Context: an optimization exercise on an open-source flow, tuned for a short achievable clock period and few clock cycles. The choices shown serve that exercise and are no tape-out recipe. Function was not checked in any run shown here: the RTL went through the layout flow alone. Power figures rest on the tool's default switching activity, not on a simulated workload.

==> flow/design.v <==
module a362m (
    input  wire        clk,
    input  wire        rst_n,
    input  wire        cmd_valid,
    input  wire [39:0] cmd_word,
    output reg         cmd_ready,
    output reg         done_valid,
    output reg  [2:0]  done_status,
    output reg  [15:0] rd,
    output reg  [15:0] fx,
    output reg  [15:0] fy,
    output reg  [15:0] fz,
    output reg  [15:0] ft,
    output reg  [63:0] burst_buf,
    output reg  [3:0]  bufn,
    output reg  [7:0]  want,
    output reg  [7:0]  echo,
    output reg  [2:0]  status,
    output reg  [3:0]  err,
    output reg         busy,
    output reg         cs_open,
    output reg         tx_valid,
    output reg  [7:0]  tx_byte,
    input  wire        rx_valid,
    input  wire [7:0]  rx_byte,
    input  wire        bus_fail
);
    localparam [4:0] OP_RD1    = 5'h01, OP_WR1   = 5'h02, OP_RD2    = 5'h03,
                     OP_WR2    = 5'h04, OP_RDB   = 5'h05, OP_DEC    = 5'h08,
                     OP_RDS8   = 5'h09, OP_RDS12 = 5'h0A, OP_RDXYZT = 5'h0B,
                     OP_WRC    = 5'h10, OP_SETB  = 5'h11, OP_SETF   = 5'h12,
                     OP_RDF    = 5'h13, OP_MEASON= 5'h14, OP_SRESET = 5'h15,
                     OP_CFGACT = 5'h18, OP_CFGINACT = 5'h19;
    localparam [2:0] ST_OK = 3'd0, ST_TF = 3'd1, ST_VM = 3'd2, ST_IF = 3'd3,
                     ST_IC = 3'd4;
    function [15:0] decode(input [7:0] lo, input [7:0] hi, input s);
        decode = s ? {hi, lo} : {4'h0, hi[3:0], lo};
    endfunction
    wire        acc = !busy && cmd_valid && rst_n;    
    wire [16:0] c_d;         
    wire [16:0] c_dl;        
    wire [16:0] c_z;         
    wire [13:0] c_t;         
    wire        c_zs, c_zr;  
    wire        c_run, c_fit;
    wire        hold_cs;     
    wire        go_main, cs_next, c_legal;
    a362m_opdec  u_opd (.op(cmd_word[39:35]), .en(acc), .d(c_d));
    a362m_opdec1 u_opl (.op(cmd_word[39:35]), .d(c_dl));
    a362m_chk    u_chk (.w(cmd_word[34:0]), .z(c_z), .t(c_t), .zs(c_zs), .zr(c_zr));
    a362m_runchk u_run (.m(cmd_word[23:16]), .v(cmd_word[7:0]), .run(c_run), .fit(c_fit));
    a362m_ao14   u_go  (.d(c_d[13:0]), .t(c_t), .hold(hold_cs), .y(go_main));
    a362m_late   u_late(.a(go_main), .ds(c_d[14]), .zs(c_zs), .fit(c_fit),
                        .dr(c_d[15]), .zr(c_zr), .run(c_run), .y(cs_next));
    a362m_ao17   u_lg  (.d(c_dl), .t(c_z), .y(c_legal));
    wire [4:0] c_op = cmd_word[39:35];
    wire c_rdfirst = (c_op == OP_RD1) | (c_op == OP_RD2) | (c_op == OP_RDB) |
                     (c_op == OP_RDS8) | (c_op == OP_RDS12) | (c_op == OP_RDXYZT) |
                     (c_op == OP_SETB) | (c_op == OP_SETF) | (c_op == OP_RDF) |
                     (c_op == OP_MEASON);
    reg        gap;          
    reg        first;        
    reg        lg_q;         
    reg        dec_q;        
    reg [39:0] cw;           
    reg [2:0]  step;         
    reg [3:0]  pos;          
    reg        last;         
    reg        endc;         
    reg        e_rd, e_xyzt; 
    reg [7:0]  e_rdb;        
    reg        rdfr;         
    reg        vfy;          
    reg [7:0]  capsel;       
    reg [63:0] rxbuf;        
    reg [7:0]  w_q;          
    reg [7:0]  vsh;          
    reg [63:0] rdfm;         
    reg [7:0]  bsel;         
    wire [4:0]  op    = cw[39:35];
    wire        s_bit = cw[34];
    wire        m_bit = cw[33];
    wire [7:0]  addr  = cw[31:24];
    wire [7:0]  mask  = cw[23:16];
    wire [7:0]  val8  = cw[7:0];
    wire [1:0]  ch    = cw[1:0];
    wire [7:0]  t     = rxbuf[7:0];
    wire        aic   = (addr == 8'h27);
    wire o_rd1  = (op == OP_RD1),   o_wr1  = (op == OP_WR1),  o_rd2 = (op == OP_RD2);
    wire o_wr2  = (op == OP_WR2),   o_rdb  = (op == OP_RDB),  o_rds8 = (op == OP_RDS8);
    wire o_rds12= (op == OP_RDS12), o_xyzt = (op == OP_RDXYZT);
    wire o_wrc  = (op == OP_WRC),   o_setb = (op == OP_SETB), o_setf = (op == OP_SETF);
    wire o_rdf  = (op == OP_RDF),   o_meas = (op == OP_MEASON), o_srst = (op == OP_SRESET);
    wire o_cact = (op == OP_CFGACT), o_cin = (op == OP_CFGINACT);
    wire o_cfg  = o_cact || o_cin;
    reg        d_wr, d_fin, d_vfy;
    reg [7:0]  d_addr, d_p0, d_p1;
    reg [3:0]  d_len;
    always @(*) begin
        d_wr   = 1'b0;
        d_fin  = 1'b1;
        d_vfy  = 1'b0;
        d_addr = addr;
        d_len  = 4'd1;
        d_p0   = val8;
        d_p1   = cw[15:8];
        if (o_wr1) d_wr = 1'b1;
        if (o_rd2 || o_wr2 || o_rds12) d_len = 4'd2;
        if (o_wr2) d_wr = 1'b1;
        if (o_rdb) d_len = cw[3:0];
        if (o_rds8) d_addr = {6'b000010, ch};
        if (o_rds12) d_addr = 8'h0E + {5'd0, ch, 1'b0};
        if (o_xyzt) begin d_addr = 8'h0E; d_len = 4'd8; end
        if (o_wrc) begin
            if (step == 3'd0) begin d_wr = 1'b1; d_fin = !aic; end
            else d_vfy = 1'b1;
        end
        if (o_setb || o_setf) begin
            case (step)
                3'd0:    d_fin = 1'b0;
                3'd1:    begin d_wr = 1'b1; d_fin = !aic; d_p0 = w_q; end
                default: d_vfy = 1'b1;
            endcase
        end
        if (o_meas) begin
            d_addr = 8'h2D;
            if (step == 3'd0) d_fin = 1'b0;
            else begin d_wr = 1'b1; d_p0 = w_q; end
        end
        if (o_srst) begin d_wr = 1'b1; d_addr = 8'h1F; d_p0 = 8'h52; end
        if (o_cfg) begin
            d_fin = 1'b0;
            case (step)
                3'd0: begin
                    d_wr = 1'b1; d_len = 4'd2;
                    d_addr = o_cact ? 8'h20 : 8'h23;
                    d_p0 = cw[23:16]; d_p1 = cw[31:24];
                end
                3'd1: begin
                    d_wr = 1'b1;
                    d_addr = o_cact ? 8'h22 : 8'h25;
                    d_len  = o_cact ? 4'd1 : 4'd2;
                end
                3'd2: d_addr = 8'h27;
                3'd3: begin d_wr = 1'b1; d_addr = 8'h27; d_p0 = w_q; end
                default: begin d_addr = 8'h27; d_vfy = 1'b1; d_fin = 1'b1; end
            endcase
        end
    end
    wire [7:0] nxt = (pos == 4'd0) ? d_addr :
                     !d_wr         ? 8'h00  :
                     (pos == 4'd1) ? d_p0   :
                     (pos == 4'd2) ? d_p1   : 8'h00;
    wire nlast = (pos == d_len);
    wire nendc = nlast && d_fin;
    reg [7:0] wcalc;
    always @(*) begin
        if (o_setb)      wcalc = t | mask;
        else if (o_setf) wcalc = (t & ~mask) | vsh;
        else if (o_meas) wcalc = t | 8'h02;
        else if (o_cact) wcalc = t | (m_bit ? 8'h03 : 8'h01);
        else if (o_cin)  wcalc = t | (m_bit ? 8'h0C : 8'h04);
        else             wcalc = val8;
    end
    reg [7:0] ctz1h;
    integer zi;
    always @(*) begin
        ctz1h = 8'h00;
        for (zi = 7; zi >= 0; zi = zi - 1)
            if (mask[zi]) ctz1h = 8'h01 << zi;
    end
    reg [7:0] vsh_c;
    reg [63:0] rdfm_c;
    integer zc, zj;
    always @(*) begin
        vsh_c  = 8'h00;
        rdfm_c = 64'h0;
        for (zc = 0; zc < 8; zc = zc + 1) begin
            if (ctz1h[zc]) vsh_c = (val8 << zc) & mask;
            for (zj = 0; zj + zc < 8; zj = zj + 1)
                rdfm_c[8*zc + zj] = ctz1h[zc] & mask[zj + zc];
        end
    end
    reg [7:0] rdf_v;
    integer fc, fj;
    always @(*) begin
        rdf_v = 8'h00;
        for (fj = 0; fj < 8; fj = fj + 1)
            for (fc = 0; fj + fc < 8; fc = fc + 1)
                rdf_v[fj] = rdf_v[fj] | (rdfm[8*fc + fj] & rx_byte[fj + fc]);
    end
    wire [7:0]  b0 = rxbuf[7:0];
    reg  [15:0] rd_new;
    always @(*) begin
        if (o_rd2)        rd_new = {rx_byte, b0};
        else if (o_rds12) rd_new = decode(b0, rx_byte, s_bit);
        else if (o_rdf)   rd_new = {8'h00, rdf_v};
        else              rd_new = {8'h00, rx_byte};
    end
    wire rd_op = o_rd1 || o_rd2 || o_rds8 || o_rds12 || o_rdf;
    wire ans    = cs_open && rx_valid && !bus_fail;    
    wire fail   = cs_open && bus_fail;                 
    wire fin_ok = ans && endc;                         
    wire zdone  = first && !cs_open;                   
    wire done_evt = fin_ok || fail || zdone;
    wire eq     = (rx_byte == w_q);
    assign hold_cs = rst_n && busy && (gap || (cs_open && !bus_fail && !(rx_valid && last)));
    integer i;
    always @(posedge clk) begin
        vsh   <= vsh_c;
        rdfm  <= rdfm_c;
        for (i = 0; i < 8; i = i + 1)
            bsel[i] <= (i < cw[3:0]);
        lg_q  <= c_legal;
        dec_q <= (c_op == OP_DEC);
        if (!busy)
            cw <= cmd_word;
        if (cs_open)
            for (i = 0; i < 8; i = i + 1)
                if (capsel[i]) rxbuf[8*i +: 8] <= rx_byte;
        if (gap)
            w_q <= wcalc;
        if (!busy) begin
            tx_byte <= {7'b0000101, c_rdfirst};
            rdfr    <= c_rdfirst;
            vfy     <= 1'b0;
            step    <= 3'd0;
            pos     <= 4'd0;
            last    <= 1'b0;
            endc    <= 1'b0;
            e_rd    <= 1'b0;
            e_xyzt  <= 1'b0;
            e_rdb   <= 8'h00;
            capsel  <= 8'h00;
        end else if (gap) begin
            tx_byte <= {7'b0000101, !d_wr};
            rdfr    <= !d_wr;
            vfy     <= d_vfy;
            pos     <= 4'd0;
            last    <= 1'b0;
            endc    <= 1'b0;
            e_rd    <= 1'b0;
            e_xyzt  <= 1'b0;
            e_rdb   <= 8'h00;
            capsel  <= 8'h00;
        end else if (ans) begin
            if (last) begin
                if (!endc)
                    step <= step + 3'd1;
            end else begin
                tx_byte <= nxt;
                pos     <= pos + 4'd1;
                last    <= nlast;
                endc    <= nendc;
                e_rd    <= nendc && rd_op;
                e_xyzt  <= nendc && o_xyzt;
                e_rdb   <= (nendc && o_rdb) ? bsel : 8'h00;
                if (rdfr)
                    capsel <= (pos == 4'd1) ? 8'h01 : {capsel[6:0], 1'b0};
            end
        end
    end
    always @(posedge clk) begin
        cs_open  <= cs_next;
        tx_valid <= cs_next;
        if (!rst_n) begin
            busy        <= 1'b0;
            cmd_ready   <= 1'b1;
            first       <= 1'b0;
            gap         <= 1'b0;
            done_valid  <= 1'b0;
            done_status <= 3'd0;
            rd          <= 16'h0;
            fx          <= 16'h0;
            fy          <= 16'h0;
            fz          <= 16'h0;
            ft          <= 16'h0;
            burst_buf   <= 64'h0;
            bufn        <= 4'h0;
            want        <= 8'h00;
            echo        <= 8'h00;
            status      <= ST_OK;
            err         <= 4'h0;
        end else begin
            first      <= acc;
            gap        <= ans && last && !endc;
            done_valid <= done_evt;
            if (acc) begin
                busy      <= 1'b1;
                cmd_ready <= 1'b0;
            end else if (done_evt) begin
                busy      <= 1'b0;
                cmd_ready <= 1'b1;
            end
            if (fail) begin
                done_status <= ST_TF;
                status      <= ST_TF;
                err[0]      <= 1'b1;
            end else if (fin_ok) begin
                if (vfy && !eq) begin
                    done_status <= ST_VM;
                    status      <= ST_VM;
                    err[1]      <= 1'b1;
                end else begin
                    done_status <= ST_OK;
                    status      <= ST_OK;
                end
            end else if (zdone) begin
                if (!lg_q) begin
                    done_status <= ST_IC;
                    status      <= ST_IC;
                    err[3]      <= 1'b1;
                end else if (!dec_q) begin
                    done_status <= ST_IF;
                    status      <= ST_IF;
                    err[2]      <= 1'b1;
                end else begin
                    done_status <= ST_OK;
                    status      <= ST_OK;
                end
            end
            if (zdone && lg_q && dec_q)
                rd <= decode(cw[7:0], cw[15:8], cw[34]);
            else if (ans && e_rd)
                rd <= rd_new;
            if (ans && e_xyzt) begin
                fx <= decode(rxbuf[7:0],   rxbuf[15:8],  s_bit);
                fy <= decode(rxbuf[23:16], rxbuf[31:24], s_bit);
                fz <= decode(rxbuf[39:32], rxbuf[47:40], s_bit);
                ft <= decode(rxbuf[55:48], rx_byte,      s_bit);
            end
            for (i = 0; i < 8; i = i + 1)
                if (ans && e_rdb[i])
                    burst_buf[8*i +: 8] <= capsel[i] ? rx_byte : rxbuf[8*i +: 8];
            if (ans && e_rdb[0])
                bufn <= cw[3:0];
            if (fin_ok && vfy) begin
                want <= w_q;
                echo <= rx_byte;
            end
        end
    end
endmodule
module a362m_opdec (
    input  wire [4:0]  op,
    input  wire        en,
    output wire [16:0] d
);
    assign d[0]  = en && (op == 5'h01);
    assign d[1]  = en && (op == 5'h02);
    assign d[2]  = en && (op == 5'h03);
    assign d[3]  = en && (op == 5'h04);
    assign d[4]  = en && (op == 5'h05);
    assign d[5]  = en && (op == 5'h09);
    assign d[6]  = en && (op == 5'h0A);
    assign d[7]  = en && (op == 5'h0B);
    assign d[8]  = en && (op == 5'h10);
    assign d[9]  = en && (op == 5'h11);
    assign d[10] = en && (op == 5'h14);
    assign d[11] = en && (op == 5'h15);
    assign d[12] = en && (op == 5'h18);
    assign d[13] = en && (op == 5'h19);
    assign d[14] = en && (op == 5'h12);
    assign d[15] = en && (op == 5'h13);
    assign d[16] = en && (op == 5'h08);
endmodule
module a362m_opdec1 (
    input  wire [4:0]  op,
    output wire [16:0] d
);
    assign d[0]  = (op == 5'h01);
    assign d[1]  = (op == 5'h02);
    assign d[2]  = (op == 5'h03);
    assign d[3]  = (op == 5'h04);
    assign d[4]  = (op == 5'h05);
    assign d[5]  = (op == 5'h09);
    assign d[6]  = (op == 5'h0A);
    assign d[7]  = (op == 5'h0B);
    assign d[8]  = (op == 5'h10);
    assign d[9]  = (op == 5'h11);
    assign d[10] = (op == 5'h14);
    assign d[11] = (op == 5'h15);
    assign d[12] = (op == 5'h18);
    assign d[13] = (op == 5'h19);
    assign d[14] = (op == 5'h12);
    assign d[15] = (op == 5'h13);
    assign d[16] = (op == 5'h08);
endmodule
module a362m_chk (
    input  wire [34:0] w,
    output wire [16:0] z,
    output wire [13:0] t,
    output wire        zs,
    output wire        zr
);
    assign z[0]  = ((w & 35'h700FFFFFF) == 35'h0);    
    assign z[1]  = ((w & 35'h700FFFF00) == 35'h0);    
    assign z[2]  = ((w & 35'h700FFFFFF) == 35'h0);    
    assign z[3]  = ((w & 35'h700FF0000) == 35'h0);    
    assign z[4]  = ((w & 35'h700FFFF00) == 35'h0);    
    assign z[5]  = ((w & 35'h7FFFFFFFC) == 35'h0);    
    assign z[6]  = ((w & 35'h3FFFFFFFC) == 35'h0);    
    assign z[7]  = ((w & 35'h3FFFFFFFF) == 35'h0);    
    assign z[8]  = ((w & 35'h700FFFF00) == 35'h0);    
    assign z[9]  = ((w & 35'h70000FFFF) == 35'h0);    
    assign z[10] = ((w & 35'h7FFFFFFFF) == 35'h0);    
    assign z[11] = ((w & 35'h7FFFFFFFF) == 35'h0);    
    assign z[12] = ((w & 35'h500000000) == 35'h0);    
    assign z[13] = ((w & 35'h500000000) == 35'h0);    
    assign z[14] = ((w & 35'h70000FF00) == 35'h0);    
    assign z[15] = ((w & 35'h70000FFFF) == 35'h0);    
    assign z[16] = ((w & 35'h3FFFF0000) == 35'h0);    
    wire [7:0] a = w[31:24];
    wire [7:0] n = w[7:0];
    wire ctrl = (a[7:4] == 4'h2) && (a[3:0] != 4'hF);
    wire v_n  = (n[7:4] == 4'h0) && (n[3] ? (n[2:0] == 3'd0) : (n[2:0] != 3'd0));
    wire v_ch = !(n[1] && n[0]);
    wire v_th = (w[31:27] == 5'h00);
    assign t[0]  = z[0];
    assign t[1]  = z[1];
    assign t[2]  = z[2];
    assign t[3]  = z[3];
    assign t[4]  = z[4] && v_n;
    assign t[5]  = z[5] && v_ch;
    assign t[6]  = z[6];
    assign t[7]  = z[7];
    assign t[8]  = z[8] && ctrl;
    assign t[9]  = z[9] && ctrl;
    assign t[10] = z[10];
    assign t[11] = z[11];
    assign t[12] = z[12] && v_th && (w[15:8] == 8'h00);
    assign t[13] = z[13] && v_th;
    assign zs    = z[14] && ctrl;
    assign zr    = z[15] && ctrl;
endmodule
module a362m_runchk (
    input  wire [7:0] m,
    input  wire [7:0] v,
    output reg        run,
    output reg        fit
);
    integer rc, rp;
    always @(*) begin
        run = 1'b0;
        fit = 1'b0;
        for (rc = 0; rc < 8; rc = rc + 1)
            for (rp = 1; rc + rp <= 8; rp = rp + 1)
                if (m == ((8'hFF >> (8 - rp)) << rc)) begin
                    run = 1'b1;
                    if ((v >> rp) == 8'h00) fit = 1'b1;
                end
    end
endmodule
module a362m_ao14 (
    input  wire [13:0] d,
    input  wire [13:0] t,
    input  wire        hold,
    output wire        y
);
    assign y = hold || ((d & t) != 14'h0);
endmodule
module a362m_ao17 (
    input  wire [16:0] d,
    input  wire [16:0] t,
    output wire        y
);
    assign y = ((d & t) != 17'h0);
endmodule
module a362m_late (
    input  wire a,
    input  wire ds,
    input  wire zs,
    input  wire fit,
    input  wire dr,
    input  wire zr,
    input  wire run,
    output wire y
);
    assign y = a || (ds && zs && fit) || (dr && zr && run);
endmodule
==> flow/run.sh <==
#!/bin/bash
# synth_recipe.tcl (not shown) runs the flow's synth.tcl, then flattens the netlist and writes it again
# the make line also repeats each setting of config.mk as NAME=value (left out here)
make -C /OpenROAD-flow-scripts/flow DESIGN_CONFIG=/design/flow/config.mk WORK_HOME=/design/flow/orfs CLKGATE_MAP_FILE= SYNTH_SCRIPT=/design/flow/synth_recipe.tcl finish
==> flow/config.mk <==
export PLATFORM = sky130hd
export DESIGN_NAME = a362m
export DESIGN_NICKNAME = a362m
export VERILOG_FILES = /design/flow/design.v
export SDC_FILE = /design/flow/constraint.sdc
export NUM_CORES = 4
export LEC_CHECK = 0
export CAP_MARGIN = 20
export CORE_MARGIN = 2
export CORE_UTILIZATION = 40
export PLACE_DENSITY = 0.6
export SETUP_SLACK_MARGIN = 4.5
export SLEW_MARGIN = 20
==> flow/constraint.sdc <==
create_clock -name core_clock -period 7.0 [get_ports {clk}]
set_input_delay 1.4000 -clock core_clock [delete_from_list [all_inputs] [get_ports {clk}]]
set_output_delay 1.4000 -clock core_clock [all_outputs]
set_load 0.01 [all_outputs]
==> results of run 1 <==
-- layer usage --
metal | track usage, % | routed length [microns]
met5 | 0 | 0
met4 | 8.35 | 1670
met3 | 5.10 | 4320
met2 | 42.4 | 27600
met1 | 35.2 | 25300
-- cells by family (layout without fill, tap and decap cells) --
group                    count (synthesis)  after routing  share of synthesized area [%]
multiplexers                           139            139                           8.88
AND/OR/NAND/NOR                        622            623                           17.9
adder cells (fa/ha/maj)                 11             11                          0.832
flip-flops                             379            379                           52.7
buffers and inverters                  154            446                           3.79
other                                    0              1                              0
XOR/XNOR                                17             17                          0.900
AO/OA/AOI/OAI                          391            391                           15.0
-- flip-flops by register name, indices dropped and copies added, names as in the netlist, 2 cells and up --
name	flops
err	4
w_q	8
ft	16
bsel	8
tx_byte	8
burst_buf	64
bufn	4
fz	16
capsel	8
step	3
fy	16
fx	16
e_rdb	8
echo	8
rxbuf	64
status	2
want	8
vsh	8
pos	4
rd	16
cw	39
rdfm	36
-- cell type report --
type / instances / area [sq um] / share of cell area, %
Multi-Input combinational cell: 1181 / 7700 / 36.7
Inverter: 25 / 120 / 0.572
Clock inverter: 9 / 68.8 / 0.328
Timing Repair inverter: 2 / 17.5 / 0.0834
Tap cell: 532 / 666 / 3.17
Clock buffer: 67 / 1180 / 5.64
Timing Repair Buffer: 343 / 2420 / 11.5
Antenna cell: 1 / 2.50 / 0.0119
Sequential cell: 379 / 8810 / 42.0
-- final timing paths --
kind | to | depth (start not counted) | slack [ns] | start
worst max-delay path | tx_valid$_DFF_P_ | 7 | 4.27 | cmd_word[5]
worst min-delay path | e_rdb[7]$_SDFFE_PP0P_ | 1 | 0.44 | bsel[7]$_DFF_P_
worst max register to register | w_q[5]$_DFFE_PP_ | 6 | 4.51 | cw[38]$_DFFE_PN_
worst min register to register | e_rdb[7]$_SDFFE_PP0P_ | 1 | 0.44 | bsel[7]$_DFF_P_
-- worst max-delay path, stage by stage --
cell     delay (ns)
buf_8          0.10
or4_4          0.53
or3_4          0.35
or4_4          0.55
a21oi_2        0.13
o32ai_2        0.09
nand3_1        0.09
-- timing repair --
| action | CTS | global route |
|---|---|---|
| pin swaps | 18 | 29 |
| gates resized for setup | 992 | 116 |
| buffers inserted | 46 | 40 |
| gates cloned | 3 | 1 |
| endpoints found under the setup margin | 401 | 85 |
-- power groups by stage --
stage	combinational, W	sequential, W	clock (W)
2_1_floorplan	0.000215	0.00238	0
3_3_place_gp	0.000312	0.00244	0
3_5_place_dp	0.000313	0.00244	0
4_1_cts	0.000362	0.00237	0.00208
5_1_grt	0.000441	0.00238	0.00217
6_report	0.000416	0.00238	0.00204
-- through the flow --
stage	area [sq um]	instances	hold slack, ns	util, %
2_1_floorplan	16600	1713	0.369	-
3_3_place_gp	19300	2372	0.423	47.2
3_5_place_dp	19300	2372	0.428	47.2
4_1_cts	20300	2497	0.438	49.8
5_1_grt	21000	2538	0.459	51.4
6_report	21000	2539	0.440	51.4
-- synthesized netlist by cell type, drive strengths merged (9+ instances only) --
| cell type | count |
|---|---|
| nand3 | 51 |
| a31oi | 10 |
| mux2i | 76 |
| buf | 20 |
| clkbuf | 109 |
| o211ai | 18 |
| a21oi | 164 |
| nor2b | 9 |
| edfxtp | 113 |
| xor2 | 11 |
| and3 | 18 |
| dfxtp | 266 |
| a32oi | 12 |
| a211oi | 12 |
| a221oi | 10 |
| o21ai | 55 |
| mux2 | 63 |
| a22o | 14 |
| nand2b | 13 |
| and2 | 32 |
| nor2 | 129 |
| nor3 | 27 |
| nand2 | 268 |
| ha | 11 |
| inv | 24 |
| nor4 | 17 |
| a22oi | 23 |
| a21o | 11 |
==> impl_metrics.env, run 1 <==
export IMPL_fin_crit_ns=2.73
export IMPL_required_ns=7.50
export IMPL_vdd_drop_max_v=0.000145
export IMPL_total_power_w=0.00484
export IMPL_cts_root_buffer="clkbuf_16"
export IMPL_antenna_found_initial=0
export IMPL_slew_limit_headroom_pct=31.0
export IMPL_clkSlewWorstSetupHoldPaths_ns=0.06
export IMPL_cts_buffers=41
export IMPL_crit_fanout=2
export IMPL_ctsHtreeMaxLevel=2
export IMPL_cp_start_kind="input pin"
export IMPL_synth_top_area_cell="dfxtp_1"
export IMPL_status="finished clean"
export IMPL_ys_seq_area_share_pct=52.7
export IMPL_syn_cell_area_sq_um=16500
export IMPL_crit_arrival_ns=3.23
export IMPL_clock_latency_ns=0.57
export IMPL_cts_tree="built"
export IMPL_finalWirelength_microns=58800
export IMPL_die_width_microns=207
export IMPL_gp_congestion=0.976
export IMPL_hold_viol=0
export IMPL_grt_ovfl_total=0
export IMPL_synth_net_count=1777
export IMPL_finClkSkew_ns=0.0182
export IMPL_clk_path_buf_depth=3
export IMPL_drv_cap=0
export IMPL_dp_slack_ns=2.57
export IMPL_syn_to_final_growth_pct=26.9
export IMPL_synthArstFlopShare_pct=0
export IMPL_postCtsHoldBufs=0
export IMPL_worst_slack_ns=4.27
export IMPL_initial_core_util_pct=40.5
export IMPL_avgSynthCellArea_sq_um=9.66
export IMPL_layout_common_cells="nand2_1, dfxtp_1, buf_2"
export IMPL_path_class="in2reg"
export IMPL_yosysTopAreaCellShare_pct=32.2
export IMPL_grt_usage_pct=26.1
export IMPL_fillers=3877
export IMPL_synth_area_leaders="dfxtp_1, edfxtp_1, nand2_1"
export IMPL_dr_pass1_iters=5
export IMPL_synthCells=1713
export IMPL_clkPwrFrac_pct=42.3
export IMPL_fin_nets=2037
export IMPL_finalSetupViolCount=0
export IMPL_worstMarginPinSlew_ns=1.03
export IMPL_powerDensity_nw_per_um2=230
export IMPL_port_buffers=239
export IMPL_mostFrequentLayoutCell="nand2_1"
export IMPL_drc=0
export IMPL_seq_power_share_pct=49.1
export IMPL_p_comb_share_pct=8.6
export IMPL_num_rows=74
export IMPL_p_leak_nw=7.68
export IMPL_rsz0062_at_grt="yes"
export IMPL_switchingPower_w=0.00120
export IMPL_routedWlPerCell_microns=23.2
export IMPL_crit_path_end_kind="flop"
export IMPL_vias=14500
export IMPL_die_area_sq_um=43000
export IMPL_drtIter0Drc=1274
export IMPL_yosysWarningCount=2
export IMPL_grt_max_degree=75
export IMPL_synth_seq_cells=379
export IMPL_finalSetupTns_ns=0
export IMPL_p_sw_share_pct=24.9
export IMPL_cts_num_sinks=379
export IMPL_p_int_w=0.00363
export IMPL_max_freq_ghz=0.366
export IMPL_ant_nets=0
export IMPL_die_y_microns=207
export IMPL_hpwl_microns=37900
export IMPL_ios=240
export IMPL_grt_pass1_wl_microns=87100
export IMPL_post_route_period_util_pct=39.1
export IMPL_grt_pass1_vias=13800
export IMPL_via_per_inst=5.72
export IMPL_core_area_sq_um=40800
export IMPL_slew_viol_final=0
export IMPL_synth_cell_types=84
export IMPL_synth_edff_count=113
export IMPL_drive_above_1_share_pct=30.1
export IMPL_synthFlopType="dfxtp_1"
export IMPL_hold_path_class="reg2reg"
==> run 2: changes to the inputs <==
--- a/flow/config.mk
+++ b/flow/config.mk
@@ -13 +13,2 @@
 export SLEW_MARGIN = 20
+export SYNTH_HIERARCHICAL = 1
==> run 2 against run 1 <==
Compared with the run above:
- fmax is 5.4% higher
- power is 2.1% higher
- synthesized cell count is 8.3% higher
- area after synthesis is 8.3% higher
- die area is 8.1% higher
- largest cell class is now multi-input gates
- clock-buffer cell count is 1 higher
- sequential share of layout area is 2.5 points lower
- first-iteration DRC count is 14% higher
- still clean
- via count is 4.2% higher
==> impl_metrics.env, run 2 <==
export IMPL_status="finished clean"
export IMPL_worst_slack_ns=4.41
export IMPL_finalSetupTns_ns=0
export IMPL_hold_path_class="reg2reg"
export IMPL_slew_limit_headroom_pct=30.4
export IMPL_rr_startpoint="cw[35]$_DFFE_PN_"
export IMPL_syn_cell_area_sq_um=17900
export IMPL_die_area_sq_um=46500
export IMPL_die_y_microns=216
export IMPL_hpwl_microns=39700
export IMPL_utilization_pct=50.7
export IMPL_crit_family="flip-flops"
export IMPL_grt_ovfl_total=0
export IMPL_hold_path_end="e_rdb[4]$_SDFFE_PP0P_"
export IMPL_yosysWarningCount=8
export IMPL_ant_nets=0
export IMPL_routedWlPerCell_microns=22.4
export IMPL_slew_viol_final=0
export IMPL_crit_arrival_ns=1.19
export IMPL_vdd_drop_max_v=0.000155
export IMPL_seqCellArea_sq_um=8850
export IMPL_hold_viol=0
export IMPL_multi_input_area_sq_um=8890
export IMPL_path_class="reg2out"
export IMPL_drtIter0Drc=1452
export IMPL_place_area_sq_um=20600
export IMPL_max_freq_ghz=0.386
export IMPL_worstMarginPinSlew_ns=1.04
export IMPL_cp_start_kind="flop"
export IMPL_synth_net_count=1920
export IMPL_critPathMaxStageDelay_ns=0.37
export IMPL_n_antenna_cell=0
export IMPL_grt_usage_pct=25.3
export IMPL_mostFrequentLayoutCell="nand2_1"
export IMPL_grt_max_degree=97
export IMPL_initial_core_util_pct=40.5
export IMPL_layout_common_cells="nand2_1, buf_2, dfxtp_1"
export IMPL_clkSlewWorstSetupHoldPaths_ns=0.05
export IMPL_port_buffers=239
export IMPL_drt_met1_wl_microns=25600
export IMPL_dp_slack_ns=2.93
export IMPL_crit_fanout=3
export IMPL_fillers=4128
export IMPL_vias=15100
export IMPL_routed_wl_met3_microns=3520
export IMPL_dr_pass1_iters=6
export IMPL_finalSetupViolCount=0
export IMPL_num_rows=77
export IMPL_rsz0062_at_grt="yes"
export IMPL_gp_congestion=0.952
export IMPL_cts_buffers=42
export IMPL_synthCells=1856
export IMPL_cts_root_buffer="clkbuf_16"
export IMPL_cts_tree="built"
export IMPL_antenna_found_initial=0
export IMPL_ctsHtreeMaxLevel=2
export IMPL_fin_nets=2145
export IMPL_drive_above_1_share_pct=31.1
export IMPL_rr_worst_depth=8
export IMPL_required_ns=5.60
export IMPL_post_route_period_util_pct=37.0
export IMPL_fin_crit_ns=2.59
export IMPL_powerDensity_nw_per_um2=220
export IMPL_drc=0
export IMPL_crit_path_end_kind="primary output"
export IMPL_ios=240
export IMPL_die_width_microns=216
export IMPL_dr_max_layer_used="met4"
export IMPL_placedCellCount=2555
export IMPL_p_leak_nw=8.16
export IMPL_fin_area_sq_um=22400
export IMPL_path_buf_inv=2
export IMPL_crit_slowest_cell="dfxtp_4"
export IMPL_wl_met2_microns=29400
export IMPL_grt_pass1_wl_microns=91100
export IMPL_finalWirelength_microns=60600
export IMPL_clk_path_buf_depth=3
export IMPL_grt_pass1_vias=14700
export IMPL_crit_chain="buf_12 -> buf_6"
export IMPL_core_area_sq_um=44200
export IMPL_clock_latency_ns=0.57
export IMPL_avgSynthCellArea_sq_um=9.65
export IMPL_final_cells=2706
export IMPL_hold_start="e_rdb[4]$_SDFFE_PP0P_"
export IMPL_postCtsHoldBufs=0
export IMPL_min_path_cells=2
export IMPL_via_per_inst=5.59
export IMPL_reg_largest_list="burst_buf: 64 flops, rxbuf: 64 flops, cw: 39 flops"
export IMPL_r2r_setup_slack_ns=4.56
export IMPL_cts_num_sinks=379
export IMPL_syn_to_final_growth_pct=25.2
export IMPL_drv_cap=0
export IMPL_finClkSkew_ns=0.0191
export IMPL_r2r_end="w_q[5]$_DFFE_PP_"
-- run 2: area by class of cell --
type | instances | area share (%)
tap | 592 | 3.30
timing repair buffer | 333 | 11.0
clock inverter | 9 | 0.234
inverter | 28 | 0.491
clock buffer | 68 | 5.80
sequential | 379 | 39.5
multi-input combinational | 1297 | 39.6
-- run 2: metrics by stage --
stage / hold slack, ns / total power (W)
finish: 0.442 / 0.00494
global route: 0.465 / 0.00510
CTS: 0.444 / 0.00495
detailed placement: 0.436 / 0.00276
global placement: 0.430 / 0.00276
floorplan: 0.421 / 0.00260
-- run 2: tightest hold or removal path, cell delays in order, from the launching register on --
cell	delay [ns]
dfxtp_1	0.30
nand2_1	0.05
o21ai_1	0.05
-- run 2: per-layer routing --
metal | up-vias | global-route usage, %
met5 | - | 0
met4 | 0 | 8.85
met3 | 108 | 4.10
met2 | 558 | 43.0
met1 | 7355 | 32.7
li1 | 7100 | -
-- run 2: report_power, final --
part	leakage, nW	total, W	internal [W]	switching (W)
combinational	4.44	0.000411	0.000162	0.000249
sequential	3.05	0.00236	0.00230	0.0000602
clock	0.673	0.00217	0.00127	0.000894
-- run 2: worst max-delay path by stage --
stage          slack, ns                     to  cells after the start       startpoint
6_report            4.41                cs_open                      2  cs_open$_DFF_P_
3_5_place_dp        2.93  e_rdb[0]$_SDFFE_PP0P_                      9         bus_fail
3_3_place_gp        3.05  e_rdb[0]$_SDFFE_PP0P_                      9         bus_fail
4_1_cts             4.37                cs_open                      2  cs_open$_DFF_P_
2_1_floorplan       4.20        cs_open$_DFF_P_                      9      cmd_word[9]
5_1_grt             4.37                cs_open                      2  cs_open$_DFF_P_
-- run 2: what timing repair did --
item	CTS	global route
setup endpoints to repair	405	119
pin swaps	34	24
resized for setup	1091	83
cloned	5	1
setup buffers	50	18
==> run 3: changes to the inputs <==
--- a/flow/design.v
+++ b/flow/design.v
@@ -38,3 +38,5 @@
     endfunction
-    wire        acc = !busy && cmd_valid && rst_n;    
+    reg         bsy;         
+    reg         frm;         
+    wire        acc = !bsy && cmd_valid && rst_n;     
     wire [16:0] c_d;         
@@ -46,3 +48,3 @@
     wire        hold_cs;     
-    wire        go_main, cs_next, c_legal;
+    wire        cs_next, tv_next, frm_next, lg_a, lg_b;
     a362m_opdec  u_opd (.op(cmd_word[39:35]), .en(acc), .d(c_d));
@@ -51,6 +53,10 @@
     a362m_runchk u_run (.m(cmd_word[23:16]), .v(cmd_word[7:0]), .run(c_run), .fit(c_fit));
-    a362m_ao14   u_go  (.d(c_d[13:0]), .t(c_t), .hold(hold_cs), .y(go_main));
-    a362m_late   u_late(.a(go_main), .ds(c_d[14]), .zs(c_zs), .fit(c_fit),
-                        .dr(c_d[15]), .zr(c_zr), .run(c_run), .y(cs_next));
-    a362m_ao17   u_lg  (.d(c_dl), .t(c_z), .y(c_legal));
+    a362m_go     u_gcs (.d(c_d[15:0]), .t(c_t), .zs(c_zs), .fit(c_fit), .zr(c_zr),
+                        .run(c_run), .hold(hold_cs), .y(cs_next));
+    a362m_go     u_gtv (.d(c_d[15:0]), .t(c_t), .zs(c_zs), .fit(c_fit), .zr(c_zr),
+                        .run(c_run), .hold(hold_cs), .y(tv_next));
+    a362m_go     u_gfr (.d(c_d[15:0]), .t(c_t), .zs(c_zs), .fit(c_fit), .zr(c_zr),
+                        .run(c_run), .hold(hold_cs), .y(frm_next));
+    a362m_ao9    u_lga (.d(c_dl[8:0]), .t(c_z[8:0]), .y(lg_a));
+    a362m_ao8    u_lgb (.d(c_dl[16:9]), .t(c_z[16:9]), .y(lg_b));
     wire [4:0] c_op = cmd_word[39:35];
@@ -62,3 +68,4 @@
     reg        first;        
-    reg        lg_q;         
+    reg [1:0]  lg_q;         
+    reg [16:0] opq;          
     reg        dec_q;        
@@ -88,8 +95,6 @@
     wire        aic   = (addr == 8'h27);
-    wire o_rd1  = (op == OP_RD1),   o_wr1  = (op == OP_WR1),  o_rd2 = (op == OP_RD2);
-    wire o_wr2  = (op == OP_WR2),   o_rdb  = (op == OP_RDB),  o_rds8 = (op == OP_RDS8);
-    wire o_rds12= (op == OP_RDS12), o_xyzt = (op == OP_RDXYZT);
-    wire o_wrc  = (op == OP_WRC),   o_setb = (op == OP_SETB), o_setf = (op == OP_SETF);
-    wire o_rdf  = (op == OP_RDF),   o_meas = (op == OP_MEASON), o_srst = (op == OP_SRESET);
-    wire o_cact = (op == OP_CFGACT), o_cin = (op == OP_CFGINACT);
+    wire o_rd1  = opq[0],  o_wr1  = opq[1],  o_rd2  = opq[2],  o_wr2  = opq[3];
+    wire o_rdb  = opq[4],  o_rds8 = opq[5],  o_rds12= opq[6],  o_xyzt = opq[7];
+    wire o_wrc  = opq[8],  o_setb = opq[9],  o_meas = opq[10], o_srst = opq[11];
+    wire o_cact = opq[12], o_cin  = opq[13], o_setf = opq[14], o_rdf  = opq[15];
     wire o_cfg  = o_cact || o_cin;
@@ -200,9 +205,13 @@
     wire rd_op = o_rd1 || o_rd2 || o_rds8 || o_rds12 || o_rdf;
-    wire ans    = cs_open && rx_valid && !bus_fail;    
-    wire fail   = cs_open && bus_fail;                 
+    wire ans    = frm && rx_valid && !bus_fail;        
+    wire fail   = frm && bus_fail;                     
     wire fin_ok = ans && endc;                         
-    wire zdone  = first && !cs_open;                   
+    wire zdone  = first && !frm;                       
     wire done_evt = fin_ok || fail || zdone;
     wire eq     = (rx_byte == w_q);
-    assign hold_cs = rst_n && busy && (gap || (cs_open && !bus_fail && !(rx_valid && last)));
+    assign hold_cs = rst_n && bsy && (gap || (frm && !bus_fail && !(rx_valid && last)));
+    wire lg = lg_q[0] || lg_q[1];
+    wire busy_next, bsy_next;
+    a362m_bsy u_bo (.rst_n(rst_n), .acc(acc), .bsy(bsy), .done(done_evt), .y(busy_next));
+    a362m_bsy u_bi (.rst_n(rst_n), .acc(acc), .bsy(bsy), .done(done_evt), .y(bsy_next));
     integer i;
@@ -213,7 +222,9 @@
             bsel[i] <= (i < cw[3:0]);
-        lg_q  <= c_legal;
+        lg_q  <= {lg_b, lg_a};
         dec_q <= (c_op == OP_DEC);
-        if (!busy)
-            cw <= cmd_word;
-        if (cs_open)
+        if (!bsy) begin
+            cw  <= cmd_word;
+            opq <= c_dl;
+        end
+        if (frm)
             for (i = 0; i < 8; i = i + 1)
@@ -222,4 +233,3 @@
             w_q <= wcalc;
-        if (!busy) begin
-            tx_byte <= {7'b0000101, c_rdfirst};
+        if (!bsy) begin
             rdfr    <= c_rdfirst;
@@ -235,3 +245,2 @@
         end else if (gap) begin
-            tx_byte <= {7'b0000101, !d_wr};
             rdfr    <= !d_wr;
@@ -250,3 +259,2 @@
             end else begin
-                tx_byte <= nxt;
                 pos     <= pos + 4'd1;
@@ -264,5 +272,8 @@
         cs_open  <= cs_next;
-        tx_valid <= cs_next;
+        tx_valid <= tv_next;
+        frm      <= frm_next;
+        busy     <= busy_next;
+        bsy      <= bsy_next;
         if (!rst_n) begin
-            busy        <= 1'b0;
+            tx_byte     <= 8'h00;
             cmd_ready   <= 1'b1;
@@ -287,9 +298,12 @@
             done_valid <= done_evt;
-            if (acc) begin
-                busy      <= 1'b1;
+            if (acc)
                 cmd_ready <= 1'b0;
-            end else if (done_evt) begin
-                busy      <= 1'b0;
+            else if (done_evt)
                 cmd_ready <= 1'b1;
-            end
+            if (!bsy)
+                tx_byte <= {7'b0000101, c_rdfirst};
+            else if (gap)
+                tx_byte <= {7'b0000101, !d_wr};
+            else if (ans && !last)
+                tx_byte <= nxt;
             if (fail) begin
@@ -308,3 +322,3 @@
             end else if (zdone) begin
-                if (!lg_q) begin
+                if (!lg) begin
                     done_status <= ST_IC;
@@ -321,3 +335,3 @@
             end
-            if (zdone && lg_q && dec_q)
+            if (zdone && lg && dec_q)
                 rd <= decode(cw[7:0], cw[15:8], cw[34]);
@@ -453,5 +467,9 @@
 endmodule
-module a362m_ao14 (
-    input  wire [13:0] d,
+module a362m_go (
+    input  wire [15:0] d,
     input  wire [13:0] t,
+    input  wire        zs,
+    input  wire        fit,
+    input  wire        zr,
+    input  wire        run,
     input  wire        hold,
@@ -459,22 +477,27 @@
 );
-    assign y = hold || ((d & t) != 14'h0);
+    assign y = hold || ((d[13:0] & t) != 14'h0) || (d[14] && zs && fit) ||
+               (d[15] && zr && run);
 endmodule
-module a362m_ao17 (
-    input  wire [16:0] d,
-    input  wire [16:0] t,
-    output wire        y
+module a362m_ao9 (
+    input  wire [8:0] d,
+    input  wire [8:0] t,
+    output wire       y
+);
+    assign y = ((d & t) != 9'h0);
+endmodule
+module a362m_ao8 (
+    input  wire [7:0] d,
+    input  wire [7:0] t,
+    output wire       y
 );
-    assign y = ((d & t) != 17'h0);
+    assign y = ((d & t) != 8'h0);
 endmodule
-module a362m_late (
-    input  wire a,
-    input  wire ds,
-    input  wire zs,
-    input  wire fit,
-    input  wire dr,
-    input  wire zr,
-    input  wire run,
+module a362m_bsy (
+    input  wire rst_n,
+    input  wire acc,
+    input  wire bsy,
+    input  wire done,
     output wire y
 );
-    assign y = a || (ds && zs && fit) || (dr && zr && run);
+    assign y = rst_n && (acc || (bsy && !done));
 endmodule
--- a/flow/config.mk
+++ b/flow/config.mk
@@ -9,5 +9,5 @@
 export CORE_MARGIN = 2
-export CORE_UTILIZATION = 40
-export PLACE_DENSITY = 0.6
-export SETUP_SLACK_MARGIN = 4.5
+export CORE_UTILIZATION = 55
+export PLACE_DENSITY = 0.7
+export SETUP_SLACK_MARGIN = 5
 export SLEW_MARGIN = 20
==> run 3 against run 2 <==
Compared with the run above:
- via count increased by 23%
- wire length increased by 34%
- die area decreased by 28%
- clock-buffer cell count decreased by 2
- first-iteration DRC count increased by 96%
- clock skew increased by 0.0058 ns
- non-clock buffer count increased by 154
- sequential share of layout area decreased by 4.9 points
- critical path depth increased by 9
- worst hold slack improved by 0.013 ns
- sequential cell count increased by 15
- power increased by 5.0%
==> impl_metrics.env, run 3 <==
export IMPL_powerDensity_nw_per_um2=191
export IMPL_cts_root_buffer="clkbuf_16"
export IMPL_path_depth=11
export IMPL_yosysWarningCount=8
export IMPL_r2r_setup_slack_ns=4.49
export IMPL_worst_slack_ns=4.37
export IMPL_clk_path_buf_depth=3
export IMPL_grt_ovfl_total=0
export IMPL_slew_viol_final=0
export IMPL_synthCells=1812
export IMPL_hpwl_microns=35400
export IMPL_cp_start_kind="input pin"
export IMPL_mostFrequentLayoutCell="buf_6"
export IMPL_crit_arrival_ns=3.12
export IMPL_hold_viol=0
export IMPL_num_rows=65
export IMPL_clock_latency_ns=0.55
export IMPL_drc=0
export IMPL_grt_usage_pct=38.6
export IMPL_path_buf_inv=2
export IMPL_cts_buffers=41
export IMPL_fin_nets=2282
export IMPL_avgSynthCellArea_sq_um=9.74
export IMPL_ios=240
export IMPL_status="finished clean"
export IMPL_crit_family="simple AND/OR/NAND/NOR gates"
export IMPL_crit_chain="buf_12 -> or3_4 -> a2111oi_4 -> o21a_1 -> nor3_2 -> o311ai_2 -> buf_4 -> nand3_1 -> nand2_1 -> nor3_2 -> nand2_1"
export IMPL_final_cells=2652
export IMPL_synth_net_count=1876
export IMPL_finClkSkew_ns=0.0249
export IMPL_layout_common_cells="buf_6, dfxtp_2, buf_4"
export IMPL_max_freq_ghz=0.380
export IMPL_fin_crit_ns=2.63
export IMPL_dp_slack_ns=2.74
export IMPL_rsz0062_at_grt="yes"
export IMPL_grt_pass1_vias=16800
export IMPL_clkSlewWorstSetupHoldPaths_ns=0.07
export IMPL_ant_nets=0
export IMPL_total_power_w=0.00519
export IMPL_via_per_inst=7.04
export IMPL_finalWirelength_microns=81500
export IMPL_grt_max_degree=60
export IMPL_required_ns=7.49
export IMPL_syn_to_final_growth_pct=53.7
export IMPL_placedCellCount=2328
export IMPL_n_antenna_cell=0
export IMPL_cts_tree="built"
export IMPL_die_width_microns=183
export IMPL_core_area_sq_um=31600
export IMPL_ctsHtreeMaxLevel=2
export IMPL_syn_cell_area_sq_um=17600
export IMPL_crit_fanout=4
export IMPL_gp_congestion=0.949
export IMPL_crit_path_end="frm$_DFF_P_"
export IMPL_finalSetupViolCount=0
export IMPL_dr_pass1_iters=10
export IMPL_p_leak_nw=9.92
export IMPL_initial_core_util_pct=55.9
export IMPL_antenna_found_initial=1
export IMPL_hold_path_class="reg2reg"
export IMPL_finalSetupTns_ns=0
export IMPL_vdd_drop_max_v=0.000147
export IMPL_drtIter0Drc=2840
export IMPL_rr_worst_depth=9
export IMPL_crit_path_end_kind="flop"
export IMPL_utilization_pct=86.0
export IMPL_slew_limit_headroom_pct=29.9
export IMPL_port_buffers=239
export IMPL_path_class="in2reg"
export IMPL_drive_above_1_share_pct=54.6
export IMPL_critPathMaxStageDelay_ns=0.41
export IMPL_worstMarginPinSlew_ns=1.05
export IMPL_vias=18700
export IMPL_routedWlPerCell_microns=30.7
export IMPL_crit_start="cmd_word[16]"
export IMPL_crit_slowest_cell="or3_4"
export IMPL_post_route_period_util_pct=37.6
export IMPL_r2r_end="tx_valid$_DFF_P_"
export IMPL_cts_num_sinks=394
export IMPL_die_area_sq_um=33500
export IMPL_rr_startpoint="bsy$_DFF_P_"
export IMPL_drv_cap=0
export IMPL_grt_pass1_wl_microns=99400
export IMPL_reg_largest_list="burst_buf: 64 flops, rxbuf: 64 flops, rdfm: 36 flops"
export IMPL_die_y_microns=183
## run 3: cell count changes in the layout (fill, tap and decap cells not counted), moves of 95 or more
cell	delta
a21boi_0	-98
buf_2	-173
nand2_1	-132
a21oi_2	+95
buf_4	+103
buf_6	+200
## run 3: how the worst min path moves through the flow
stage	cells past startpoint	from	endpoint
global placement	1	bsel[2]$_DFF_P_	e_rdb[2]$_SDFFE_PP0P_
CTS	1	bsel[0]$_DFF_P_	e_rdb[0]$_SDFFE_PP0P_
global route	1	bsel[3]$_DFF_P_	e_rdb[3]$_SDFFE_PP0P_
floorplan	0	cw[3]$_DFFE_PN_	bsel[7]$_DFF_P_
detailed placement	1	bsel[5]$_DFF_P_	e_rdb[5]$_SDFFE_PP0P_
finish	1	bsel[3]$_DFF_P_	e_rdb[3]$_SDFFE_PP0P_
## run 3: where the power goes
group | internal (W) | total (W) | switching (W)
registers | 0.00239 | 0.00245 | 0.0000594
logic | 0.000197 | 0.000515 | 0.000318
clock network | 0.00123 | 0.00222 | 0.000991
total | 0.00382 | 0.00519 | 0.00137
## run 3: area by class of cell
| class | instances | area (sq um) |
|---|---|---|
| clock buffer | 66 | 1240 |
| timing repair buffer | 487 | 5240 |
| sequential | 394 | 9380 |
| multi-input combinational | 1261 | 10500 |
| fill | 1217 | 4430 |
| timing repair inverter | 2 | 17.5 |
| inverter | 31 | 141 |
| clock inverter | 9 | 76.3 |
| tap | 402 | 503 |
## run 3: per-layer routing
layer | GRT usage (%) | wire length, microns
met1 | 46.0 | 26700
met2 | 64.8 | 35900
met3 | 6.87 | 10300
met4 | 24.1 | 8490
met5 | 0 | 8
## run 3: worst reg2reg max path, stage by stage (launching register included)
cell,delay [ns]
dfxtp_1,0.38
inv_2,0.07
buf_4,0.58
and3_4,0.37
or4b_4,0.54
nor2_4,0.20
a22oi_2,0.11
nand4_1,0.11
nor3_2,0.06
nand2_1,0.05
## run 3: per-stage QoR
| stage | instance area (sq um) | hold WS (ns) |
|---|---|---|
| 2_1_floorplan | 18800 | 0.346 |
| 3_3_place_gp | 20700 | 0.418 |
| 3_5_place_dp | 20700 | 0.427 |
| 4_1_cts | 25200 | 0.442 |
| 5_1_grt | 27100 | 0.472 |
| 6_report | 27100 | 0.455 |
## run 3: what timing repair did
item                        CTS  global route
hold buffers                  0             0
gates cloned                 23             4
setup buffers               154            67
setup endpoints to repair   507           418
pin swaps                   121           135
gates resized for setup    1588           316
==> run 4: changes to the inputs <==
--- a/flow/config.mk
+++ b/flow/config.mk
@@ -9,5 +9,5 @@
 export CORE_MARGIN = 2
-export CORE_UTILIZATION = 55
-export PLACE_DENSITY = 0.7
-export SETUP_SLACK_MARGIN = 5
+export CORE_UTILIZATION = 40
+export PLACE_DENSITY = 0.6
+export SETUP_SLACK_MARGIN = 4.5
 export SLEW_MARGIN = 20
==> run 4 against run 3 <==
Compared with the run above:
- sequential cell count unchanged
- die area grew 37%
- clock skew down 0.0014 ns
- synthesized cell count did not move
- clock power grew 7%
- core utilization fell by 33 points
- sequential share of layout area up 5.8 points
- via count down 19%
- first-iteration DRC count shrank 52%
- global-route usage fell by 13 points
- sequential power is essentially flat
- power increased by 0.89%
- critical endpoint unchanged
==> impl_metrics.env, run 4 <==
export IMPL_required_ns=7.50
export IMPL_ant_nets=0
export IMPL_routedWlPerCell_microns=22.2
export IMPL_drc=0
export IMPL_cts_num_sinks=394
export IMPL_port_buffers=239
export IMPL_finalSetupTns_ns=0
export IMPL_r2r_setup_slack_ns=4.63
export IMPL_antenna_found_initial=0
export IMPL_ctsHtreeMaxLevel=2
export IMPL_vdd_drop_max_v=0.000155
export IMPL_crit_path_end="frm$_DFF_P_"
export IMPL_gp_congestion=0.875
export IMPL_rr_startpoint="opq[6]$_DFFE_PN_"
export IMPL_layout_common_cells="nand2_1, dfxtp_1, nor2_1"
export IMPL_die_width_microns=214
export IMPL_worstMarginPinSlew_ns=1.06
export IMPL_rr_worst_depth=7
export IMPL_initial_core_util_pct=40.8
export IMPL_dp_slack_ns=2.58
export IMPL_grt_usage_pct=25.2
export IMPL_post_route_period_util_pct=37.6
export IMPL_finClkSkew_ns=0.0235
export IMPL_via_per_inst=5.61
export IMPL_mostFrequentLayoutCell="nand2_1"
export IMPL_clkSlewWorstSetupHoldPaths_ns=0.06
export IMPL_avgSynthCellArea_sq_um=9.74
export IMPL_cts_buffers=43
export IMPL_powerDensity_nw_per_um2=228
export IMPL_grt_pass1_vias=14300
export IMPL_p_leak_nw=8.51
export IMPL_die_area_sq_um=45800
export IMPL_hpwl_microns=38400
export IMPL_dr_pass1_iters=8
export IMPL_crit_slowest_cell="a2111oi_2"
export IMPL_cts_root_buffer="clkbuf_16"
export IMPL_drv_cap=0
export IMPL_place_area_sq_um=20500
export IMPL_syn_cell_area_sq_um=17600
export IMPL_cp_start_kind="input pin"
export IMPL_num_rows=76
export IMPL_grt_ovfl_total=0
export IMPL_max_freq_ghz=0.380
export IMPL_crit_start="cmd_word[23]"
export IMPL_worst_slack_ns=4.37
export IMPL_path_depth=12
export IMPL_crit_path_end_kind="flop"
export IMPL_cts_tree="built"
export IMPL_clock_latency_ns=0.58
export IMPL_status="finished clean"
export IMPL_synth_net_count=1876
export IMPL_die_y_microns=214
export IMPL_crit_arrival_ns=3.13
export IMPL_drtIter0Drc=1362
export IMPL_core_area_sq_um=43300
export IMPL_reg_largest_list="burst_buf: 64 flops, rxbuf: 64 flops, rdfm: 36 flops"
export IMPL_grt_pass1_wl_microns=89700
export IMPL_slew_limit_headroom_pct=29.0
export IMPL_fin_crit_ns=2.63
export IMPL_crit_chain="buf_12 -> buf_8 -> xor2_1 -> o211ai_1 -> a2111oi_2 -> nor3_2 -> o311ai_2 -> buf_4 -> nand3_2 -> nand2_1 -> nor3_2 -> nand2_1"
export IMPL_slew_viol_final=0
export IMPL_drive_above_1_share_pct=33.8
export IMPL_fin_nets=2139
export IMPL_crit_family="compound AO/OA/AOI/OAI gates"
export IMPL_clk_path_buf_depth=3
export IMPL_path_class="in2reg"
export IMPL_yosysWarningCount=8
export IMPL_postCtsHoldBufs=0
export IMPL_finalWirelength_microns=59800
export IMPL_path_buf_inv=3
export IMPL_rsz0062_at_grt="yes"
export IMPL_critPathMaxStageDelay_ns=0.42
export IMPL_r2r_end="e_rdb[7]$_SDFFE_PP0P_"
export IMPL_syn_to_final_growth_pct=30.2
export IMPL_ios=240
export IMPL_grt_max_degree=96
export IMPL_synthCells=1812
export IMPL_hold_path_class="reg2reg"
export IMPL_hold_viol=0
export IMPL_fin_area_sq_um=23000
export IMPL_crit_fanout=5
export IMPL_vias=15100
export IMPL_n_antenna_cell=0
export IMPL_finalSetupViolCount=0
export IMPL_utilization_pct=53.1
run 4: cell count changes in the layout (fill, tap and decap cells not counted), sizes merged:
cell and delta:
clkinvlp +1, and2 -4, clkdlybuf4s18 +1, bufinv +6, clkdlybuf4s50 -2, clkbuf -5, inv -2, clkinv +9
bufbuf +2, buf -147, clkdlybuf4s15 +1, dlymetal6s2s +8, nand2 -8, nor2 -1
run 4: final cells by class:
| class | count | area (sq um) |
|---|---|---|
| clock buffer | 54 | 1200 |
| clock inverter | 25 | 284 |
| fill | 3968 | 20300 |
| inverter | 31 | 134 |
| multi-input combinational | 1248 | 8400 |
| sequential | 394 | 9270 |
| tap | 585 | 732 |
| timing repair buffer | 357 | 2960 |
run 4: routing by layer:
layer	up-vias	part of all wire [%]	wire, microns	track usage, %
met3	100	6.5	3870	4.89
met5	-	0	0	0
li1	7056	-	-	-
met1	7390	43	25800	33.8
met2	567	48	28500	41.2
met4	0	2.7	1620	7.60
run 4: report_power, final:
part	total [W]	internal (W)	switching [W]	leakage, nW
Sequential	0.00246	0.00240	0.0000670	3.22
Combinational	0.000404	0.000166	0.000238	4.55
Clock	0.00237	0.00141	0.000958	0.739
Total	0.00523	0.00397	0.00126	8.51
run 4: worst min path at each step:
stage	endpoint	cells past startpoint	slack [ns]	startpoint
after floorplan	bsel[7]$_DFF_P_	0	0.35	cw[3]$_DFFE_PN_
after CTS	e_rdb[2]$_SDFFE_PP0P_	1	0.44	bsel[2]$_DFF_P_
final	e_rdb[1]$_SDFFE_PP0P_	1	0.43	bsel[1]$_DFF_P_
after detailed placement	e_rdb[2]$_SDFFE_PP0P_	1	0.42	bsel[2]$_DFF_P_
after global routing	e_rdb[3]$_SDFFE_PP0P_	1	0.45	bsel[3]$_DFF_P_
after global placement	e_rdb[0]$_SDFFE_PP0P_	1	0.42	bsel[0]$_DFF_P_
run 4: through the flow:
step / hold slack, ns / power, W / instances
floorplan: 0.346 / 0.00270 / 1812
detailed placement: 0.421 / 0.00285 / 2517
global placement: 0.420 / 0.00285 / 2517
CTS: 0.435 / 0.00524 / 2655
finish: 0.432 / 0.00523 / 2694
global route: 0.452 / 0.00540 / 2694
run 4: timing repair:
action	4_1_cts	5_1_grt
pin swaps	39	30
resized for setup	1065	123
cloned	11	1
endpoints found under the setup margin	417	130
buffers inserted	48	37
==> run 5: changes to the inputs <==
--- a/flow/design.v
+++ b/flow/design.v
@@ -53,8 +53,12 @@
     a362m_runchk u_run (.m(cmd_word[23:16]), .v(cmd_word[7:0]), .run(c_run), .fit(c_fit));
-    a362m_go     u_gcs (.d(c_d[15:0]), .t(c_t), .zs(c_zs), .fit(c_fit), .zr(c_zr),
-                        .run(c_run), .hold(hold_cs), .y(cs_next));
-    a362m_go     u_gtv (.d(c_d[15:0]), .t(c_t), .zs(c_zs), .fit(c_fit), .zr(c_zr),
-                        .run(c_run), .hold(hold_cs), .y(tv_next));
-    a362m_go     u_gfr (.d(c_d[15:0]), .t(c_t), .zs(c_zs), .fit(c_fit), .zr(c_zr),
-                        .run(c_run), .hold(hold_cs), .y(frm_next));
+    wire go_cs, go_tv, go_fr;
+    a362m_ao14   u_gcs (.d(c_d[13:0]), .t(c_t), .hold(hold_cs), .y(go_cs));
+    a362m_ao14   u_gtv (.d(c_d[13:0]), .t(c_t), .hold(hold_cs), .y(go_tv));
+    a362m_ao14   u_gfr (.d(c_d[13:0]), .t(c_t), .hold(hold_cs), .y(go_fr));
+    a362m_late   u_lcs (.a(go_cs), .ds(c_d[14]), .zs(c_zs), .fit(c_fit),
+                        .dr(c_d[15]), .zr(c_zr), .run(c_run), .y(cs_next));
+    a362m_late   u_ltv (.a(go_tv), .ds(c_d[14]), .zs(c_zs), .fit(c_fit),
+                        .dr(c_d[15]), .zr(c_zr), .run(c_run), .y(tv_next));
+    a362m_late   u_lfr (.a(go_fr), .ds(c_d[14]), .zs(c_zs), .fit(c_fit),
+                        .dr(c_d[15]), .zr(c_zr), .run(c_run), .y(frm_next));
     a362m_ao9    u_lga (.d(c_dl[8:0]), .t(c_z[8:0]), .y(lg_a));
@@ -467,9 +471,5 @@
 endmodule
-module a362m_go (
-    input  wire [15:0] d,
+module a362m_ao14 (
+    input  wire [13:0] d,
     input  wire [13:0] t,
-    input  wire        zs,
-    input  wire        fit,
-    input  wire        zr,
-    input  wire        run,
     input  wire        hold,
@@ -477,4 +477,15 @@
 );
-    assign y = hold || ((d[13:0] & t) != 14'h0) || (d[14] && zs && fit) ||
-               (d[15] && zr && run);
+    assign y = hold || ((d & t) != 14'h0);
+endmodule
+module a362m_late (
+    input  wire a,
+    input  wire ds,
+    input  wire zs,
+    input  wire fit,
+    input  wire dr,
+    input  wire zr,
+    input  wire run,
+    output wire y
+);
+    assign y = a || (ds && zs && fit) || (dr && zr && run);
 endmodule
==> run 5 against run 4 <==
Compared with the run above:
- power about the same
- synthesized cell count down 0.33%
- sequential share of layout area up 0.76 points
- worst setup slack worse by 0.021 ns
- area after synthesis down 0.21%
==> impl_metrics.env, run 5 <==
export IMPL_final_cells=2667
export IMPL_crit_chain="buf_2 -> buf_6 -> or3_4 -> a2111oi_4 -> o21a_1 -> nor3_2 -> o311ai_2 -> buf_4 -> a31oi_1 -> nand2_1"
export IMPL_yosysWarningCount=8
export IMPL_vdd_drop_max_v=0.000160
export IMPL_max_freq_ghz=0.377
export IMPL_cts_tree="built"
export IMPL_port_buffers=239
export IMPL_num_rows=76
export IMPL_utilization_pct=52.0
export IMPL_path_class="in2reg"
export IMPL_finalSetupViolCount=0
export IMPL_fin_area_sq_um=22500
export IMPL_fin_nets=2111
export IMPL_r2r_setup_slack_ns=4.62
export IMPL_ios=240
export IMPL_initial_core_util_pct=40.7
export IMPL_dr_pass1_iters=7
export IMPL_grt_usage_pct=25.2
export IMPL_syn_cell_area_sq_um=17600
export IMPL_rsz0062_at_grt="yes"
export IMPL_fin_crit_ns=2.65
export IMPL_n_antenna_cell=0
export IMPL_hold_path_class="reg2reg"
export IMPL_crit_arrival_ns=3.14
export IMPL_status="finished clean"
export IMPL_crit_fanout=6
export IMPL_layout_common_cells="nand2_1, dfxtp_1, buf_2"
export IMPL_via_per_inst=5.57
export IMPL_powerDensity_nw_per_um2=233
export IMPL_finClkSkew_ns=0.0336
export IMPL_finalSetupTns_ns=0
export IMPL_clk_path_buf_depth=3
export IMPL_reg_largest_list="burst_buf: 64 flops, rxbuf: 64 flops, rdfm: 36 flops"
export IMPL_gp_congestion=0.870
export IMPL_total_power_w=0.00524
export IMPL_grt_pass1_vias=14200
export IMPL_hpwl_microns=38500
export IMPL_drv_cap=0
export IMPL_grt_max_degree=97
export IMPL_finalWirelength_microns=58500
export IMPL_crit_slowest_cell="or3_4"
export IMPL_ctsHtreeMaxLevel=2
export IMPL_cts_buffers=43
export IMPL_drtIter0Drc=1470
export IMPL_routedWlPerCell_microns=21.9
export IMPL_hold_viol=0
export IMPL_grt_ovfl_total=0
export IMPL_critPathMaxStageDelay_ns=0.35
export IMPL_p_leak_nw=8.17
export IMPL_min_path_cells=1
export IMPL_drive_above_1_share_pct=31.9
export IMPL_drc=0
export IMPL_grt_pass1_wl_microns=87500
export IMPL_die_y_microns=214
export IMPL_slew_limit_headroom_pct=34.1
export IMPL_mostFrequentLayoutCell="nand2_1"
export IMPL_syn_to_final_growth_pct=27.8
export IMPL_clkSlewWorstSetupHoldPaths_ns=0.06
export IMPL_cts_num_sinks=394
export IMPL_die_area_sq_um=45700
export IMPL_worstMarginPinSlew_ns=0.988
export IMPL_ant_nets=0
export IMPL_cts_root_buffer="clkbuf_16"
export IMPL_place_area_sq_um=20500
export IMPL_clock_latency_ns=0.58
export IMPL_crit_path_end_kind="flop"
export IMPL_placedCellCount=2512
export IMPL_antenna_found_initial=0
export IMPL_post_route_period_util_pct=37.9
export IMPL_synthCells=1806
export IMPL_die_width_microns=214
export IMPL_avgSynthCellArea_sq_um=9.75
export IMPL_synth_net_count=1870
export IMPL_cp_start_kind="input pin"
export IMPL_slew_viol_final=0
export IMPL_core_area_sq_um=43300
export IMPL_vias=14900
export IMPL_required_ns=7.50
export IMPL_rr_worst_depth=6
## run 5: final cells by class
type / count / area (sq um)
fill: 3969 / 20800
clock buffer: 65 / 1350
clock inverter: 15 / 153
sequential: 394 / 9250
timing repair buffer: 334 / 2510
inverter: 31 / 133
multi-input combinational: 1243 / 8390
tap: 585 / 732
## run 5: report_power, final
part           leakage (nW)  switching (W)  internal [W]
combinational          4.22       0.000241      0.000159
sequential             3.22      0.0000629       0.00240
clock                 0.741       0.000960       0.00142
## run 5: timing repair
action / 4_1_cts / 5_1_grt
buffers inserted: 49 / 21
gates resized for setup: 1099 / 56
endpoints found under the setup margin: 418 / 75
cloned: 5 / 0
hold buffers: 0 / 0
pin swaps: 41 / 27
## run 5: final timing paths
kind	from	end
worst max register to register	opq[12]$_DFFE_PN_	tx_byte[4]$_SDFFE_PP0P_
worst min-delay path	bsel[6]$_DFF_P_	e_rdb[6]$_SDFFE_PP0P_
worst min register to register	bsel[6]$_DFF_P_	e_rdb[6]$_SDFFE_PP0P_
worst max-delay path	cmd_word[17]	cs_open$_DFF_P_
## run 5: through the flow
stage	hold slack [ns]	setup slack (ns)
6_report	0.431	4.35
5_1_grt	0.448	4.26
4_1_cts	0.431	4.41
3_5_place_dp	0.423	2.70
3_3_place_gp	0.420	2.77
2_1_floorplan	0.346	4.11
## run 5: routing by layer
layer  global-route usage, %  up-vias  wire length [microns]
li1                        -     6992                      -
met1                    33.3     7276                  25600
met2                    41.8      510                  27700
met3                    4.83       83                   3700
met4                    7.61        0                   1430
met5                       0        -                      0
## run 5: worst max-delay path: cells and delay by family
kind | cells | cell delay [ns]
AND/OR/NAND/NOR | 3 | 0.49
AO/OA/AOI/OAI | 4 | 0.83
buffers and inverters | 3 | 0.42

[what the ideal ports hide]
The results above use ideal ports. As a check the final layouts listed here were re-extracted and re-timed, cells and wires unchanged.
Step 1 assumes that a clkbuf_16 drives the clock port and a buf_2 every other input.
Step 2 moves the port delays by t, midway between the first and last clock arrival at a register: inputs arrive t later, outputs are due t later. That takes back most of the time a late clock gives input paths.
Three values: no drivers, after step 1, after step 2; two values: the first two.
run	t (ns)	setup WS [ns]	worst setup path at the end	latest minus earliest clock arrival (ns)
run 1	0.608	4.266 / 4.245 / 3.667	input to register	0.021 / 0.022
run 2	0.611	4.407 / 4.353 / 3.865	input to register	0.021 / 0.021
run 3	0.599	4.368 / 4.377 / 3.778	input to register	0.030 / 0.030
run 4	0.617	4.371 / 4.350 / 3.733	input to register	0.024 / 0.024
run 5	0.623	4.350 / 4.369 / 3.746	input to register	0.034 / 0.033
After both steps every run listed still meets setup and hold. The setup slack of run 4, which loses most, moves by -0.021 ns with the drivers and by -0.638 ns with both steps.
